From an optimization exercise on the open Yosys and OpenROAD flow, aimed at small area, a short achievable clock period and few clock cycles per item; shortcuts taken in it are not production practice. Function was checked by simulation only, so behaviour that the tests miss may differ from the original. No activity file was given, so power comes from the tool's default toggle rates.

### flow/constraint.sdc
create_clock -name core_clock -period 10.0 [get_ports {clk}]
set_input_delay 2.0000 -clock core_clock [delete_from_list [all_inputs] [get_ports {clk}]]
set_output_delay 2.0000 -clock core_clock [all_outputs]
set_load 0.01 [all_outputs]
### flow/config.mk
export PLATFORM = sky130hd
export DESIGN_NAME = pfb_unit
export DESIGN_NICKNAME = pfb_unit
export VERILOG_FILES = /design/flow/design.v
export SDC_FILE = /design/flow/constraint.sdc
export NUM_CORES = 4
export LEC_CHECK = 0
export ABC_CLOCK_PERIOD_IN_PS = 3000
export CAP_MARGIN = 20
export CORE_MARGIN = 2
export CORE_UTILIZATION = 50
export SETUP_SLACK_MARGIN = 5
export SLEW_MARGIN = 20
### flow/run.sh
#!/bin/bash
# synth_recipe.tcl (not shown) runs the flow's synth.tcl, then flattens the netlist and writes it again
# the make line also repeats each setting of config.mk as NAME=value (left out here)
make -C /OpenROAD-flow-scripts/flow DESIGN_CONFIG=/design/flow/config.mk WORK_HOME=/design/flow/orfs CLKGATE_MAP_FILE= SYNTH_SCRIPT=/design/flow/synth_recipe.tcl finish
### flow/design.v
module pfb_unit (
    input  wire         clk,
    input  wire         rst,
    input  wire         in_valid,
    output wire         in_ready,
    input  wire [1:0]   in_op,
    input  wire [2:0]   in_q,
    input  wire [7:0]   in_start,
    input  wire [7:0]   in_end,
    input  wire [5:0]   in_len,
    input  wire [63:0]  in_value,
    input  wire [255:0] in_buf,
    output wire         out_valid,
    output wire [255:0] out_buf,
    output wire [63:0]  out_value,
    output wire [31:0]  out_crc,
    output wire [3:0]   out_status
);
    localparam OP_PACK   = 2'd0;
    localparam OP_UNPACK = 2'd1;
    localparam OP_CRC    = 2'd2;
    wire       i_mr  = in_q[0];
    wire       i_le  = in_q[1];
    wire       i_lsw = in_q[2];
    wire       i_pu  = (in_op == OP_PACK) || (in_op == OP_UNPACK);
    wire       i_inv  = in_start < in_end;
    wire [7:0] i_d    = in_start - in_end;            
    wire       i_blen = (i_le | i_lsw) && (in_len[1:0] != 2'b00);
    wire       i_bnd  = ({1'b0, in_start} >= {in_len, 3'b000}) || (in_len > 6'd32);
    reg  [3:0] i_stl;
    always @(*) begin
        i_stl = 4'h0;
        if (i_pu) begin
            if (i_blen)      i_stl = 4'h8;
            else if (i_bnd)  i_stl = 4'h9;
        end else if (in_op == OP_CRC) begin
            if (in_len[1:0] != 2'b00) i_stl = 4'h8;
            else if (in_len > 6'd32)  i_stl = 4'h9;
        end
    end
    wire [4:0] i_off = i_lsw ? 5'd0 : (5'd0 - in_len[4:0]);
    wire [4:0] i_ueh = in_end[7:3]   + i_off;
    wire [4:0] i_ush = in_start[7:3] + i_off;
    wire [1:0] i_c   = i_ueh[4:3];
    wire [1:0] i_pca = i_c ^ {~i_lsw, ~i_lsw};
    wire [1:0] i_pcb = (i_c + 2'd1) ^ {~i_lsw, ~i_lsw};
    wire [2:0] i_mh = {~i_lsw, ~i_le, ~i_le};
    wire [2:0] i_ml = {i_mr, i_mr, i_mr};
    reg  [7:0] i_gtb, i_eqb, i_geb;
    integer j;
    always @(*) begin
        for (j = 0; j < 8; j = j + 1) begin
            i_gtb[j] = (j[2:0] ^ i_mh) >  i_ueh[2:0];
            i_eqb[j] = (j[2:0] ^ i_mh) == i_ueh[2:0];
            i_geb[j] = (j[2:0] ^ i_ml) >= in_end[2:0];
        end
    end
    wire       i_crc_ok = (in_op == OP_CRC) && (in_len[1:0] == 2'b00) && (in_len <= 6'd32)
                          && (in_len != 6'd0);
    wire [1:0] i_extra  = i_crc_ok ? in_len[4:3] - {1'b0, ~in_len[2]} : 2'd0;
    reg         s1_v;
    reg [1:0]   s1_op;
    reg [2:0]   s1_q;
    reg [63:0]  s1_value;
    reg [255:0] s1_buf;
    reg         s1_inv;
    reg [7:0]   s1_d;
    reg [3:0]   s1_stl;
    reg [5:0]   s1_rot;
    reg [5:0]   s1_hi;
    reg [1:0]   s1_pca;
    reg [1:0]   s1_pcb;
    reg         s1_cross;
    reg [7:0]   s1_gtb, s1_eqb, s1_geb;
    reg         s1_crc;
    reg         s1_odd;
    reg [1:0]   s1_cnt;
    reg [1:0]   s1_step;
    reg         rdy;
    wire accept = in_valid & rdy;
    always @(posedge clk) begin
        if (rdy) begin
            s1_op     <= in_op;
            s1_q      <= in_q;
            s1_value  <= in_value;
            s1_buf    <= in_buf;
            s1_inv    <= i_pu & i_inv;
            s1_d      <= i_d;
            s1_stl    <= i_stl;
            s1_rot    <= {i_ueh[2] ^ ~i_lsw, i_ueh[1:0], in_end[2:0]};
            s1_hi     <= {i_ush[2:0], in_start[2:0]};
            s1_pca    <= i_pca;
            s1_pcb    <= i_pcb;
            s1_cross  <= i_ush[4:3] != i_c;
            s1_gtb    <= i_gtb;
            s1_eqb    <= i_eqb;
            s1_geb    <= i_geb;
            s1_crc    <= i_crc_ok;
            s1_odd    <= in_len[2];
        end
    end
    always @(posedge clk) begin
        if (rst) begin
            s1_v    <= 1'b0;
            rdy     <= 1'b1;
            s1_cnt  <= 2'd0;
            s1_step <= 2'd0;
        end else if (accept) begin
            s1_v    <= 1'b1;
            s1_cnt  <= i_extra;
            s1_step <= 2'd0;
            rdy     <= (i_extra == 2'd0);
        end else if (s1_v && s1_cnt != 2'd0) begin
            s1_cnt  <= s1_cnt - 2'd1;
            s1_step <= s1_step + 2'd1;
            rdy     <= (s1_cnt == 2'd1);
        end else begin
            s1_v <= 1'b0;
            rdy  <= 1'b1;
        end
    end
    wire mr   = s1_q[0];
    wire le_n = ~s1_q[1];
    wire ls_n = ~s1_q[2];
    function [63:0] perm;
        input [63:0] x;
        input        a_mr, a_le_n;
        reg   [63:0] t1;
        integer u;
        begin
            for (u = 0; u < 64; u = u + 1) t1[u] = a_mr ? x[u ^ 7] : x[u];
            for (u = 0; u < 64; u = u + 1) perm[u] = a_le_n ? t1[u ^ 24] : t1[u];
        end
    endfunction
    wire [2:0] m_hi = {ls_n, le_n, le_n};
    wire [2:0] m_lo = {mr, mr, mr};
    reg  [7:0]  ltb, eqh, leb;
    reg  [63:0] ge, le;
    reg  [1:0]  usel [0:63];
    reg  [63:0] wp;
    integer p;
    always @(*) begin
        for (j = 0; j < 8; j = j + 1) begin
            ltb[j] = (j[2:0] ^ m_hi) <  s1_hi[5:3];
            eqh[j] = (j[2:0] ^ m_hi) == s1_hi[5:3];
            leb[j] = (j[2:0] ^ m_lo) <= s1_hi[2:0];
        end
        for (p = 0; p < 64; p = p + 1) begin
            ge[p] = s1_gtb[p / 8] | (s1_eqb[p / 8] & s1_geb[p % 8]);
            le[p] = ltb[p / 8] | (eqh[p / 8] & leb[p % 8]);
            usel[p] = ge[p] ? s1_pca : s1_pcb;
            wp[p] = s1_buf[usel[p] * 64 + p];
        end
    end
    wire [63:0] wt    = perm(wp, mr, le_n);
    wire [127:0] wt2  = {wt, wt} >> s1_rot;
    reg  [63:0] wmask;
    integer i;
    always @(*) for (i = 0; i < 64; i = i + 1) wmask[i] = (i <= s1_d[5:0]);
    wire [63:0] unpacked = wt2[63:0] & wmask;
    wire [127:0] rl2  = {s1_value, s1_value} << s1_rot;
    wire [63:0] rv    = perm(rl2[127:64], mr, le_n);
    wire [63:0] mska  = ge & ({64{s1_cross}} | le);
    wire [63:0] mskb  = {64{s1_cross}} & le;
    wire        wide   = s1_d[7:6] != 2'b00;
    wire        misfit = (s1_op == OP_PACK) && !wide && (s1_d[5:0] != 6'd63) &&
                         ((s1_value & ~wmask) != 64'd0);
    wire        pu     = (s1_op == OP_PACK) || (s1_op == OP_UNPACK);
    wire [3:0]  st     = s1_inv ? 4'h1 : ((pu && wide) || misfit) ? 4'h2 : s1_stl;
    wire        ok     = (st == 4'h0);
    wire        okpack = ok && (s1_op == OP_PACK);
    wire        okunp  = ok && (s1_op == OP_UNPACK);
    reg [255:0] nbuf;
    integer k;
    always @(*) begin
        for (k = 0; k < 4; k = k + 1)
            nbuf[k * 64 +: 64] =
                ((okpack && s1_pca == k) ? mska : 64'd0) |
                ((okpack && s1_pcb == k) ? mskb : 64'd0);
        nbuf = (nbuf & {rv, rv, rv, rv}) | (~nbuf & s1_buf);
    end
    wire [2:0] wlo = {s1_step, 1'b0} - {2'b00, s1_odd};
    wire [2:0] whi = {s1_step, 1'b0} + {2'b00, ~s1_odd};
    wire       zlo = s1_odd && (s1_step == 2'd0);
    wire [31:0] dlo = zlo ? 32'd0 : s1_buf[wlo * 32 +: 32];
    wire [31:0] dhi = s1_buf[whi * 32 +: 32];
    function [31:0] bswap;
        input [31:0] x;
        bswap = {x[7:0], x[15:8], x[23:16], x[31:24]};
    endfunction
    reg  [31:0] crc_r;
    wire [31:0] crc_y = (s1_step == 2'd0) ? (s1_odd ? 32'h6DD90A9D : 32'h0) : crc_r;
    wire [63:0] crc_d = {bswap(dhi), bswap(dlo)};
    wire [63:0] crc_t = {crc_d[63:32], crc_d[31:0] ^ crc_y};
    reg  [31:0] crc_c;
    always @(*) begin
        crc_c[0] = ^(crc_t & 64'h04D101DF481B4E5A) ^ 1'b1;
        crc_c[1] = ^(crc_t & 64'h09A203BE90369CB5) ^ 1'b0;
        crc_c[2] = ^(crc_t & 64'h1344077D206D396B) ^ 1'b0;
        crc_c[3] = ^(crc_t & 64'h26880EFA40DA72D7) ^ 1'b1;
        crc_c[4] = ^(crc_t & 64'h4D101DF481B4E5AF) ^ 1'b0;
        crc_c[5] = ^(crc_t & 64'h9A203BE90369CB5E) ^ 1'b1;
        crc_c[6] = ^(crc_t & 64'h3091760D4EC8D8E6) ^ 1'b1;
        crc_c[7] = ^(crc_t & 64'h6122EC1A9D91B1CD) ^ 1'b0;
        crc_c[8] = ^(crc_t & 64'hC245D8353B23639A) ^ 1'b1;
        crc_c[9] = ^(crc_t & 64'h805AB1B53E5D896E) ^ 1'b1;
        crc_c[10] = ^(crc_t & 64'h046462B534A05C86) ^ 1'b1;
        crc_c[11] = ^(crc_t & 64'h08C8C56A6940B90C) ^ 1'b1;
        crc_c[12] = ^(crc_t & 64'h11918AD4D2817218) ^ 1'b1;
        crc_c[13] = ^(crc_t & 64'h232315A9A502E430) ^ 1'b0;
        crc_c[14] = ^(crc_t & 64'h46462B534A05C860) ^ 1'b1;
        crc_c[15] = ^(crc_t & 64'h8C8C56A6940B90C0) ^ 1'b1;
        crc_c[16] = ^(crc_t & 64'h1DC9AC92600C6FDA) ^ 1'b0;
        crc_c[17] = ^(crc_t & 64'h3B935924C018DFB5) ^ 1'b1;
        crc_c[18] = ^(crc_t & 64'h7726B2498031BF6A) ^ 1'b0;
        crc_c[19] = ^(crc_t & 64'hEE4D649300637ED5) ^ 1'b0;
        crc_c[20] = ^(crc_t & 64'hD84BC8F948DDB3F0) ^ 1'b0;
        crc_c[21] = ^(crc_t & 64'hB446902DD9A029BB) ^ 1'b1;
        crc_c[22] = ^(crc_t & 64'h6C5C2184FB5B1D2C) ^ 1'b0;
        crc_c[23] = ^(crc_t & 64'hD8B84309F6B63A59) ^ 1'b0;
        crc_c[24] = ^(crc_t & 64'hB5A187CCA5773AE8) ^ 1'b1;
        crc_c[25] = ^(crc_t & 64'h6F920E4602F53B8A) ^ 1'b0;
        crc_c[26] = ^(crc_t & 64'hDF241C8C05EA7715) ^ 1'b1;
        crc_c[27] = ^(crc_t & 64'hBA9938C743CFA071) ^ 1'b0;
        crc_c[28] = ^(crc_t & 64'h71E37051CF840EB8) ^ 1'b0;
        crc_c[29] = ^(crc_t & 64'hE3C6E0A39F081D70) ^ 1'b1;
        crc_c[30] = ^(crc_t & 64'hC35CC098760B74BB) ^ 1'b1;
        crc_c[31] = ^(crc_t & 64'h826880EFA40DA72D) ^ 1'b0;
    end
    reg         ov_r;
    reg [255:0] buf_r;
    reg [63:0]  val_r;
    reg [3:0]   st_r;
    always @(posedge clk) begin
        if (rst)
            ov_r <= 1'b0;
        else
            ov_r <= s1_v && (s1_cnt == 2'd0);
        buf_r <= nbuf;
        val_r <= okunp ? unpacked : s1_value;
        st_r  <= st;
        crc_r <= s1_crc ? crc_c : 32'd0;
    end
    assign in_ready   = rdy;
    assign out_valid  = ov_r;
    assign out_buf    = buf_r;
    assign out_value  = val_r;
    assign out_crc    = crc_r;
    assign out_status = st_r;
endmodule
==> qor.txt, run 1 <==
Status - finished clean
Fmax - 191 MHz
Area Overhead vs Synth - 20.4%
RSZ-0062 raised after global routing - true
Cell Int Power - 0.00877 W
Pwr/cell area - 233 mW/mm^2
Mapped Area - 0.0593 mm^2
HP Class - reg -> reg
Yosys warning total - 2
FF+latch count, synth - 741
Post-CTS Hold Fix Bufs - 0
Drt wl/cell - 39.8 um
Lkg Pwr - 26.6 nW
Final cell count without fillers - 8,070
Yosys top cell area share - 0.192
Worst-margin pin slew - 1280 ps
Slowest cell on crit path - edfxtp_1
HPWL Detailed - 242,000 um
Row count - 126
Top post-synthesis cells by area - edfxtp_1, mux4_2, dfxtp_1, mux2i_1, xnor2_1
Worst hold margin - 450 ps
Period minus WS final - 5230 ps
Worst rel slew slack - 0.149
Worst VDD drop - 0.167 mV
Pin count of the biggest net entering global routing - 146
CP delay by family, top - compound AO/OA/AOI/OAI gates
Sw Ratio - 0.472
Worst-path clk slew - 60 ps
Syn avg cell area - 10.0 um^2
Clock power share - 0.203
CTS buffer count - 82
Io pins - 708
DRC - 0
Reg power frac - 0.228
Inst Count DP - 7,873
Met3 Track Usage GR - 0.201
Layout Skew - 51.1 ps
RePlAce Congestion - 1.16
Worst Path Max Fanout - 12
Drt first-iter violations - 10,300
Grt met1 use - 0.598
Yosys cell types - 104
Post-Synthesis Cells - 5,925
Share of cells above drive strength 1 - 0.148
Most used flip-flop cell after synthesis - edfxtp_1
Crit-path cells - a21o_1, a221oi_1, a211oi_1, nor2_1, a211oi_1, o211ai_1, a32oi_1, o2111ai_1, mux2_2, o211ai_1
Initial Utilization - 0.503
Worst path max stage delay - 960 ps
Crit path required time - 10,600 ps
Final Cycle Share - 0.523
Fin nets - 6,861
Final ANT Viol Nets - 0
Comb power frac - 0.569
Total track usage - 0.509
P_sw - 0.00785 W
Worst setup SP type - flop
Sequential element share of the synthesized area - 0.314
Via Count - 59,800
Synth area leader - edfxtp_1
Max Cap Violations - 0
Syn_nets - 6,329
Post-synth EDFFs - 379
Layer with the highest usage - met2
Clk buf depth - 3
Die area - 0.121 mm^2
Number of vias per cell - 7.41
Chip width - 348 um
Vias in the first global route - 56,000
Die Y - 348 um
Commonest non-fill, non-tap cell in the layout - clkdlybuf4s50_1
Drt first pass iters - 10
Met2 Usage GRT - 0.737
Grt ovf - 0
# clock sinks - 741
PortBufs - 706
Post-Place Worst Slack - 4430 ps
Final Hold Viols - 0
CP Class - reg -> reg
H-tree levels - 3
Final worst slack - 4770 ps
Most frequent cells in the layout - clkdlybuf4s50_1, mux2i_1, nand2_1
Final setup fails - 0
Final wirelength - 321,000 um
Pins Over Slew Limit - 0
Root buf cell - clkbuf_16
Clock Latency Late Sink - 750 ps
Setup TNS Final - 0 ps
First-pass GRT wire length - 437,000 um
Fin util - 0.606
Post-synth ARST share - 0
Core area - 0.118 mm^2
Crit. End Element - flop
WP buf/inv - 0
Initial antenna violation count - 25
Crit path arrival time - 5830 ps
CTS tree - built
-- synthesized netlist by cell type (23+ instances only) --
master    instances
buf_2            59
o21ai_0         298
xnor2_1         409
o22a_1           24
clkbuf_1        253
o22ai_1         327
a21oi_1         214
nand2b_1         25
o221ai_1         40
mux4_2          373
o21bai_1         49
inv_1           327
a211oi_1         77
nand2_1         433
nor3_1           66
mux2i_1         646
buf_6            33
a221o_1          24
mux2_2           75
a22oi_1          55
a21o_1           68
a221oi_1         53
o211ai_1         50
nor2_1          350
and2_1           29
nand3_1          65
nor2b_1          41
edfxtp_1        379
xor2_1          104
dfxtp_1         362
buf_1            66
ha_1             51
o31ai_1          23
-- metrics by stage --
stage	area [um^2]	power (W)
after global placement	67500	0.0125
after detailed placement	67500	0.0125
final	71400	0.0166
after CTS	70800	0.0159
after floorplan	59300	0.00925
after global routing	71400	0.0168
-- worst min-delay path, delay by kind of cell (launching register included) --
kind / cells / cell delay [ps]
flip-flops: 1 / 320
AND/OR/NAND/NOR: 2 / 90
-- worst paths after layout --
check	startpoint	endpoint	slack [ps]	depth (start not counted)
max	s1_gtb[5]	val_r[33]	4770	10
min reg2reg	s1_v	ov_r	450	2
min	s1_v	ov_r	450	2
max reg2reg	s1_gtb[5]	val_r[33]	4770	10
-- metal layers --
layer / up-vias / wire (um)
li1: 23600 / -
met1: 28600 / 107000
met2: 5833 / 132000
met3: 1698 / 48000
met4: 28 / 34300
met5: - / 203
-- state kept, by name (all words and copies together) (netlist names), 2 cells and up --
name,cells
s1_value,64
st_r,3
s1_gtb,8
s1_step,2
val_r,64
s1_op,2
s1_buf,256
s1_rot,6
s1_cnt,2
s1_stl,2
s1_q,3
s1_hi,6
s1_pca,2
s1_d,8
s1_geb,8
buf_r,256
crc_r,32
s1_eqb,8
s1_pcb,2
-- cells by family (layout without fill, tap and decap cells) --
logic type                 after synthesis  after routing  share of synthesized area
AOI/OAI and AO/OA                     1582           1582                      0.182
and+or+nand+nor                       1127           1127                     0.0842
muxes                                 1121           1121                      0.272
buffers and inverters                  767           1368                     0.0554
DFF                                    741            741                      0.314
xor gates and xnor gates               528            528                     0.0800
adders and majority gates               58             58                     0.0125
other                                    1              9                  0.0000633
-- power groups by stage --
stage	clock network (W)	logic, W	registers (W)
after floorplan	0	0.00559	0.00366
after global placement	0	0.00865	0.00382
after detailed placement	0	0.00868	0.00382
after CTS	0.00337	0.00878	0.00376
after global routing	0.00348	0.00957	0.00377
final	0.00337	0.00946	0.00379
-- what timing repair did --
action,4_1_cts,5_1_grt
gates resized for setup,40,67
setup buffers,12,21
pin swaps,1,5
endpoints found under the setup margin,258,265
gates cloned,0,1
-- final cells by class --
type	instances	area [um^2]
clock inverter	53	728
multi-input combinational	4417	38000
timing repair buffer	881	8640
tap	1536	1920
sequential	741	18600
antenna	8	20.0
fill	9768	46400
inverter	334	1270
clock buffer	100	2210
Testbench counts, summed over its fixed seeds: cycles 3,681, items 3,200.
==> run 2: changes to the inputs <==
--- a/flow/design.v
+++ b/flow/design.v
@@ -136,8 +136,9 @@
     wire [2:0] m_lo = {mr, mr, mr};
     reg  [7:0]  ltb, eqh, leb;
     reg  [63:0] ge, le;
-    reg  [1:0]  usel [0:63];
     reg  [63:0] wp;
+    wire [63:0] xa = s1_buf[s1_pca * 64 +: 64];
+    wire [63:0] xb = s1_buf[s1_pcb * 64 +: 64];
     integer p;
     always @(*) begin
         for (j = 0; j < 8; j = j + 1) begin
@@ -148,8 +149,7 @@
         for (p = 0; p < 64; p = p + 1) begin
             ge[p] = s1_gtb[p / 8] | (s1_eqb[p / 8] & s1_geb[p % 8]);
             le[p] = ltb[p / 8] | (eqh[p / 8] & leb[p % 8]);
-            usel[p] = ge[p] ? s1_pca : s1_pcb;
-            wp[p] = s1_buf[usel[p] * 64 + p];
+            wp[p] = ge[p] ? xa[p] : xb[p];
         end
     end
     wire [63:0] wt    = perm(wp, mr, le_n);
==> flow/flow/run.sh (new file) <==
#!/bin/bash
set -euo pipefail
bash standard.sh SETUP_SLACK_MARGIN=6 'BUFFER_PORTS_ARGS=-buffer_cell sky130_fd_sc_hd__buf_1' finish \
    > standard_flow.log 2>&1
==> flow/standard.sh (new file) <==
#!/bin/bash
# synth_recipe.tcl (not shown) runs the flow's synth.tcl, then flattens the netlist and writes it again
# the make line also repeats each setting of config.mk as NAME=value (left out here)
make -C /OpenROAD-flow-scripts/flow DESIGN_CONFIG=/design/flow/config.mk WORK_HOME=/design/flow/orfs CLKGATE_MAP_FILE= SYNTH_SCRIPT=/design/flow/synth_recipe.tcl "${@:-finish}"
removed: flow/run.sh
==> qor.txt, run 2 <==
HPWL Detailed - 239,000 um (-1.1%)
Number of vias per cell - 7.51 (+1.3%)
Die area - 0.120 mm^2 (-1.3%)
# clock sinks - 741 (unchanged)
Cell Int Power - 0.00955 W (+8.9%)
H-tree levels - 3 (unchanged)
Chip width - 346 um (-0.64%)
Fmax - 226 MHz (+18%)
Worst VDD drop - 0.202 mV (+21%)
Most used flip-flop cell after synthesis - edfxtp_1
Clock power share - 0.182 (-0.021)
Top post-synthesis cells by area - edfxtp_1, mux4_2, dfxtp_1, mux2i_1, xnor2_1
Area Overhead vs Synth - 25.2%
Commonest non-fill, non-tap cell in the layout - buf_1
Crit path arrival time - 5040 ps (-790 ps)
Clk buf depth - 3 (unchanged)
Syn avg cell area - 10.7 um^2 (+6.5%)
Vias in the first global route - 55,300 (-1.2%)
Mapped Area - 0.0585 mm^2 (-1.3%)
Final ANT Viol Nets - 0 (unchanged)
Worst-path clk slew - 60 ps (about the same)
FF+latch count, synth - 741 (unchanged)
Final Hold Viols - 0 (unchanged)
Pwr/cell area - 247 mW/mm^2 (+6.0%)
Grt ovf - 0 (unchanged)
Area after DPL - 0.0628 mm^2 (-7.0%)
Worst-margin pin slew - 1320 ps (+45.1 ps)
Post-synth ARST share - 0 (unchanged)
Total track usage - 0.535 (+0.0260)
Yosys top cell area share - 0.195 (+0.00250)
RePlAce Congestion - 1.13 (-2.4%)
Hold path endpoint - ov_r
FF-to-FF End - val_r[33]
Core area - 0.116 mm^2 (-1.3%)
Clock Latency Late Sink - 750 ps (about the same)
Synth cell count leaders - mux2i_1, nand2_1, mux4_2
FF-to-FF setup slack - 5580 ps (+820 ps)
Worst setup SP type - flop
Lkg Pwr - 28.8 nW (+8.1%)
RR Startpoint - s1_pca[0]
Post-Synthesis Cells - 5,494 (-7.3%)
Post-synth EDFFs - 379 (unchanged)
Fin nets - 6,705 (-2.3%)
Yosys cell types - 105 (+0.96%)
Initial Utilization - 0.504 (about the same)
Sw Ratio - 0.472 (about the same)
Critical hold path startpoint - s1_v
Most frequent cells in the layout - buf_1, nand2_1, mux4_2
RSZ-0062 raised after global routing - true
Count of cells along the worst hold path - 2 (unchanged)
Worst rel slew slack - 0.119 (-0.0301)
Max Cap Violations - 0 (unchanged)
Comb power frac - 0.609 (+0.040)
Synth area leader - edfxtp_1
Via Count - 59,400 (-0.67%)
CTS buffer count - 83 (+1.2%)
Sequential element share of the synthesized area - 0.318 (+0.00409)
Drt first-iter violations - 11,700 (+14%)
DRC - 0 (unchanged)
PortBufs - 706 (unchanged)
CTS tree - built
Most frequent cell after synthesis - mux2i_1
Syn_nets - 5,898 (-6.8%)
Largest regs - buf_r: 256 flops, s1_buf: 256 flops
Crit. End Element - flop
Io pins - 708 (unchanged)
Period minus WS final - 4420 ps (-815 ps)
Row count - 125 (-0.79%)
CP Class - reg -> reg
Root buf cell - clkbuf_16
Crit path required time - 10,620 ps (+20 ps)
Final Cell Area - 0.0733 mm^2 (+2.6%)
Drt first pass iters - 13 (+3)
Reg2Reg Depth - 14 (+4)
Pin count of the biggest net entering global routing - 110 (-25%)
First-pass GRT wire length - 446,000 um (+2.0%)
Final setup fails - 0 (unchanged)
Drt wl/cell - 42.6 um (+7.1%)
Status - finished clean
Yosys warning total - 1 (-1)
Initial antenna violation count - 28 (+12%)
P_sw - 0.00854 W (+8.8%)
Final Cycle Share - 0.442 (-0.0815)
Worst Path Max Fanout - 6 (-6)
Setup TNS Final - 0 ps (unchanged)
Pins Over Slew Limit - 0 (unchanged)
Final wirelength - 337,000 um (+5.0%)
Reg power frac - 0.209 (-0.019)
HP Class - reg -> reg
Layout Skew - 44.3 ps (-6.79 ps)
Die Y - 346 um (-0.64%)
Share of cells above drive strength 1 - 0.261 (+0.114)
==> run 2: cell types whose count changed in the layout (fill, tap and decap cells not counted), moves of 51 or more <==
| cell | previous run | this run |
|---|---|---|
| mux2_4 | 1 | 60 |
| nor2_1 | 342 | 188 |
| o22ai_1 | 326 | 139 |
| buf_1 | 0 | 706 |
| o21ai_0 | 295 | 55 |
| buf_4 | 152 | 276 |
| buf_12 | 14 | 81 |
| mux4_2 | 373 | 479 |
| a22oi_1 | 55 | 257 |
| mux2i_1 | 621 | 429 |
| clkdlybuf4s50_1 | 706 | 0 |
| xnor2_1 | 403 | 313 |
| nand2_1 | 431 | 490 |
| a21boi_0 | 2 | 53 |
==> run 2: layout make-up <==
| class | count | area, um^2 |
|---|---|---|
| inverter | 332 | 1290 |
| timing repair buffer | 1135 | 7780 |
| clock buffer | 109 | 2390 |
| antenna | 18 | 45.0 |
| clock inverter | 44 | 490 |
| tap | 1524 | 1910 |
| multi-input combinational | 4008 | 40700 |
| sequential | 741 | 18600 |
| fill | 9273 | 42900 |
==> run 2: per-stage QoR <==
stage | total power [W] | hold WS, ps | setup slack (ps) | std cells | util
4_1_cts | 0.0167 | 443 | 5790 | 7777 | 0.605
3_3_place_gp | 0.0122 | 429 | 4350 | 7450 | 0.540
3_5_place_dp | 0.0122 | 436 | 4390 | 7451 | 0.540
2_1_floorplan | 0.00893 | 419 | 5170 | 5494 | -
6_report | 0.0181 | 441 | 5580 | 7911 | 0.630
5_1_grt | 0.0181 | 474 | 5620 | 7898 | 0.630
==> run 2: per-layer routing <==
layer / wire, um / global-route usage
met5: 445 / 0.0132
met4: 37600 / 0.428
met3: 55300 / 0.268
met2: 135000 / 0.754
met1: 108000 / 0.612
==> run 2: power by group through the flow <==
stage	combinational, W	sequential [W]	clock (W)
5_1_grt	0.0110	0.00375	0.00341
3_5_place_dp	0.00837	0.00386	0
4_1_cts	0.00967	0.00374	0.00329
3_3_place_gp	0.00835	0.00386	0
2_1_floorplan	0.00529	0.00364	0
6_report	0.0110	0.00377	0.00329
==> run 2: repair_timing <==
item / CTS / global route
setup endpoints to repair: 352 / 265
gates resized for setup: 527 / 289
pin swaps: 64 / 85
setup buffers: 155 / 102
gates cloned: 18 / 12
hold buffers: 0 / 0
==> run 2: logic make-up (layout without fill, tap and decap cells) <==
family | count (synthesis) | count (layout) | synth area share
multiplexers | 1126 | 1128 | 0.304
XOR/XNOR | 522 | 522 | 0.0809
AND/OR/NAND/NOR | 1066 | 1066 | 0.0830
adder cells (fa/ha/maj) | 56 | 56 | 0.0123
AO/OA/AOI/OAI | 1235 | 1235 | 0.148
buffers and inverters | 747 | 1620 | 0.0530
other | 1 | 19 | 0.0000641
flip-flops | 741 | 741 | 0.318
==> run 2: worst max-delay path, cell delays in order, from the launching register on <==
cell and delay (ps):
edfxtp_1 370, buf_12 190, buf_16 180, buf_12 120
buf_16 140, mux4_2 490, mux2_4 410, buf_12 200
o22ai_1 590, a21oi_1 200, mux4_2 600, o22ai_1 200
a211o_1 220, nand2_1 80, a32o_1 280
==> run 2: how the worst max path moves through the flow <==
stage / start / end / slack [ps]
finish: s1_pca[0] / val_r[33] / 5580
global route: s1_pca[0] / val_r[55] / 5620
CTS: s1_pcb[0] / val_r[12] / 5790
detailed placement: s1_step[0] / crc_r[2] / 4390
global placement: s1_step[0] / crc_r[2] / 4350
floorplan: rdy / in_ready / 5170
Testbench counts of run 2, summed over its fixed seeds: cycles 3,681, items 3,200.
==> run 3: changes to the inputs <==
--- a/flow/config.mk
+++ b/flow/config.mk
@@ -8,6 +8,6 @@
 export ABC_CLOCK_PERIOD_IN_PS = 3000
 export CAP_MARGIN = 20
 export CORE_MARGIN = 2
-export CORE_UTILIZATION = 50
+export CORE_UTILIZATION = 45
 export SETUP_SLACK_MARGIN = 5
 export SLEW_MARGIN = 20
==> qor.txt, run 3 <==
Most frequent cell after synthesis - mux2i_1
Crit path arrival time - 4900 ps (-140 ps)
Setup TNS Final - 0 ps (unchanged)
Root buf cell - clkbuf_16
FILL cells - 11,000 (+18%)
Synth area leader - edfxtp_1
Die Y - 365 um (+5.3%)
Yosys warning total - 1 (unchanged)
Clock power share - 0.174 (-0.008)
HP Class - reg -> reg
Crit-path cells - buf_12, buf_16, mux4_2, mux2i_4, buf_6, o2bb2ai_1, or3_4, and2_4, mux4_2, o22ai_2, a211o_1, nand2_1, a32o_2
FF-to-FF End - val_r[33]
Via Count - 59,200 (-0.28%)
Critical hold path startpoint - s1_v
FF+latch count, synth - 741 (unchanged)
Sw Ratio - 0.469 (-0.00357)
XOR/XNOR Fraction of Synth Area - 0.0809 (unchanged)
Drt wl/cell - 41.9 um (-1.6%)
Period minus WS final - 4300 ps (-121 ps)
Drt first pass iters - 10 (-3)
# clock sinks - 741 (unchanged)
RePlAce Congestion - 1.12 (-0.73%)
Io pins - 708 (unchanged)
Pin count of the biggest net entering global routing - 106 (-3.6%)
CTS tree - built
PortBufs - 706 (unchanged)
Pins Over Slew Limit - 0 (unchanged)
Final Cycle Share - 0.430 (-0.0121)
Syn avg cell area - 10.7 um^2 (unchanged)
RR Startpoint - s1_pcb[0]
Crit path required time - 10,610 ps (about the same)
Status - finished clean
Initial Utilization - 0.452 (-0.0511)
P_sw - 0.00868 W (+1.7%)
Pwr/cell area - 245 mW/mm^2 (-0.67%)
H-tree levels - 3 (unchanged)
Vias in the first global route - 54,500 (-1.6%)
Fin util - 0.584 (-0.0462)
Final wirelength - 346,000 um (+2.6%)
Top post-synthesis cells by area - edfxtp_1, mux4_2, dfxtp_1, mux2i_1, xnor2_1
Layout Skew - 46.0 ps (+1.68 ps)
Share of cells above drive strength 1 - 0.291 (+0.0298)
Worst VDD drop - 0.148 mV (-27%)
Yosys top cell area share - 0.195 (unchanged)
Hold path endpoint - ov_r
DRC - 0 (unchanged)
Total track usage - 0.497 (-0.0380)
Sequential element share of the synthesized area - 0.318 (unchanged)
Post-synth ARST share - 0 (unchanged)
Most used flip-flop cell after synthesis - edfxtp_1
Crit. End Element - flop
Post-CTS Hold Fix Bufs - 0 (unchanged)
Post-synth EDFFs - 379 (unchanged)
Most frequent cells in the layout - buf_1, mux4_2, nand2_1
CP Class - reg -> reg
Mapped Area - 0.0585 mm^2 (unchanged)
Worst rel slew slack - 0.169 (+0.0500)
CTS buffer count - 84 (+1.2%)
Fin nets - 6,823 (+1.8%)
Worst path max stage delay - 570 ps (-30 ps)
Synth Area in Compound Gates - 0.148 (unchanged)
CP delay by family, top - multiplexers
Initial antenna violation count - 37 (+32%)
Comb power frac - 0.620 (+0.011)
Row count - 132 (+5.6%)
Worst setup SP type - flop
Clock Latency Late Sink - 750 ps (about the same)
Yosys cell types - 105 (unchanged)
Max Cap Violations - 0 (unchanged)
Syn_nets - 5,898 (unchanged)
Reg power frac - 0.206 (-0.003)
Worst-margin pin slew - 1240 ps (-79.6 ps)
Multiplexer share of the synthesized area - 0.304 (unchanged)
Final ANT Viol Nets - 0 (unchanged)
Synthesized-area fraction occupied by adder cells - 0.0123 (unchanged)
Most common cell on crit path - mux4_2
Number of vias per cell - 7.18 (-4.4%)
Final Hold Viols - 0 (unchanged)
WP buf/inv - 3 (-2)
Count of cells along the worst hold path - 2 (unchanged)
Commonest non-fill, non-tap cell in the layout - buf_1
FF-to-FF setup slack - 5700 ps (+120 ps)
Synth cell count leaders - mux2i_1, nand2_1, mux4_2
Worst Path Max Fanout - 8 (+2)
Clk buf depth - 3 (unchanged)
Chip width - 365 um (+5.3%)
Core area - 0.129 mm^2 (+11%)
Simple-Gate Fraction of Synth Area - 0.0830 (unchanged)
Slowest cell on crit path - mux4_2
Fmax - 233 MHz (+2.8%)
Final setup fails - 0 (unchanged)
Die area - 0.133 mm^2 (+11%)
Largest family of logic cells by synthesized area - multiplexers
Post-Synthesis Cells - 5,494 (unchanged)
Worst-path clk slew - 70 ps (about the same)
Drt first-iter violations - 10,700 (-8.9%)
Area Overhead vs Synth - 29.1%
Cell Int Power - 0.00985 W (+3.1%)
Lkg Pwr - 29.9 nW (+3.9%)
Grt ovf - 0 (unchanged)
Largest regs - buf_r: 256 flops, s1_buf: 256 flops
First-pass GRT wire length - 453,000 um (+1.6%)
Reg2Reg Depth - 13 (-1)
HPWL Detailed - 251,000 um (+5.1%)
RSZ-0062 raised after global routing - true
[run 3: cell families (layout without fill, tap and decap cells)]
| family | after synthesis | in the layout |
|---|---|---|
| fa+ha+maj | 56 | 56 |
| xor+xnor | 522 | 522 |
| buf+inv | 747 | 1739 |
| other cells | 1 | 18 |
| mux | 1126 | 1129 |
| flops | 741 | 741 |
| simple gates | 1066 | 1066 |
| compound gates | 1235 | 1235 |
[run 3: per-stage QoR]
step	power, W	instances	instance area [um^2]	setup WS (ps)	hold slack [ps]
floorplan	0.00893	5494	58800	5170	419
global placement	0.0123	7676	63100	3850	443
detailed placement	0.0123	7679	63100	4130	445
CTS	0.0171	8077	72400	5820	454
global route	0.0187	8238	75500	5730	478
finish	0.0185	8248	75600	5700	449
[run 3: worst max path at each step]
stage	endpoint	start	slack, ps	cells past startpoint
global route	val_r[52]	s1_pcb[0]	5730	14
finish	val_r[33]	s1_pcb[0]	5700	13
floorplan	in_ready	rdy	5170	0
CTS	val_r[33]	s1_pcb[0]	5820	13
detailed placement	val_r[39]	s1_pcb[1]	4130	12
global placement	val_r[33]	s1_pcb[1]	3850	12
[run 3: layout make-up]
cell class,count,area [um^2],share of cell area
Multi-Input combinational cell,4009,41600,0.551
Sequential cell,741,18600,0.247
Timing Repair Buffer,1251,8980,0.119
Clock buffer,101,2240,0.0296
Tap cell,1742,2180,0.0288
Inverter,332,1280,0.0170
Clock inverter,55,573,0.00758
Antenna cell,17,42.5,0.000563
[run 3: what timing repair did]
action,in CTS,in global routing
cloned,25,9
setup buffers,217,145
endpoints found under the setup margin,360,348
pin swaps,95,151
gates resized for setup,679,312
[run 3: tightest hold or removal path, stage by stage, from the launching register on]
cell,delay [ps]
dfxtp_1,320
nand2_1,60
nor2_1,30
[run 3: power by group through the flow]
stage | logic (W) | registers [W] | clock network [W]
2_1_floorplan | 0.00529 | 0.00364 | 0
3_3_place_gp | 0.00849 | 0.00385 | 0
3_5_place_dp | 0.00848 | 0.00385 | 0
4_1_cts | 0.0101 | 0.00376 | 0.00324
5_1_grt | 0.0115 | 0.00379 | 0.00336
6_report | 0.0115 | 0.00381 | 0.00322
[run 3: layer usage]
| layer | GRT usage | wire [um] |
|---|---|---|
| met2 | 0.710 | 141000 |
| met4 | 0.393 | 36200 |
| met1 | 0.575 | 113000 |
| met3 | 0.226 | 55000 |
| met5 | 0.0113 | 493 |

[re-timing with driven ports]
The results above use ideal ports. As a check the final layouts listed here were re-extracted and re-timed, cells and wires unchanged. Step 1, drivers: a clkbuf_16 drives clk and a buf_2 each remaining input, both assumed. Step 2, shift: input delay + t, output delay - t, t = (earliest + latest rising clock arrival at the registers) / 2. This alone moves slack from input paths to output paths. Slacks: no drivers / after step 1 / after step 2; pairs: no drivers / after step 1.
| run | t (ns) | setup WS [ns] | worst setup path at the end | clock arrival spread, ns | pins driven straight from the clock port |
|---|---|---|---|---|---|
| run 1 | 0.809 | 4.768 / 4.768 / 4.596 | input to register | 0.055 / 0.055 | 1 |
| run 2 | 0.813 | 5.583 / 5.583 / 5.446 | input to register | 0.044 / 0.044 | 1 |
| run 3 | 0.807 | 5.704 / 5.704 / 5.344 | input to register | 0.046 / 0.046 | 1 |
After both steps every run listed still meets setup and hold. For run 3, which loses most, drivers alone change the setup slack by 0.000 ns; drivers and shift together by -0.360 ns.
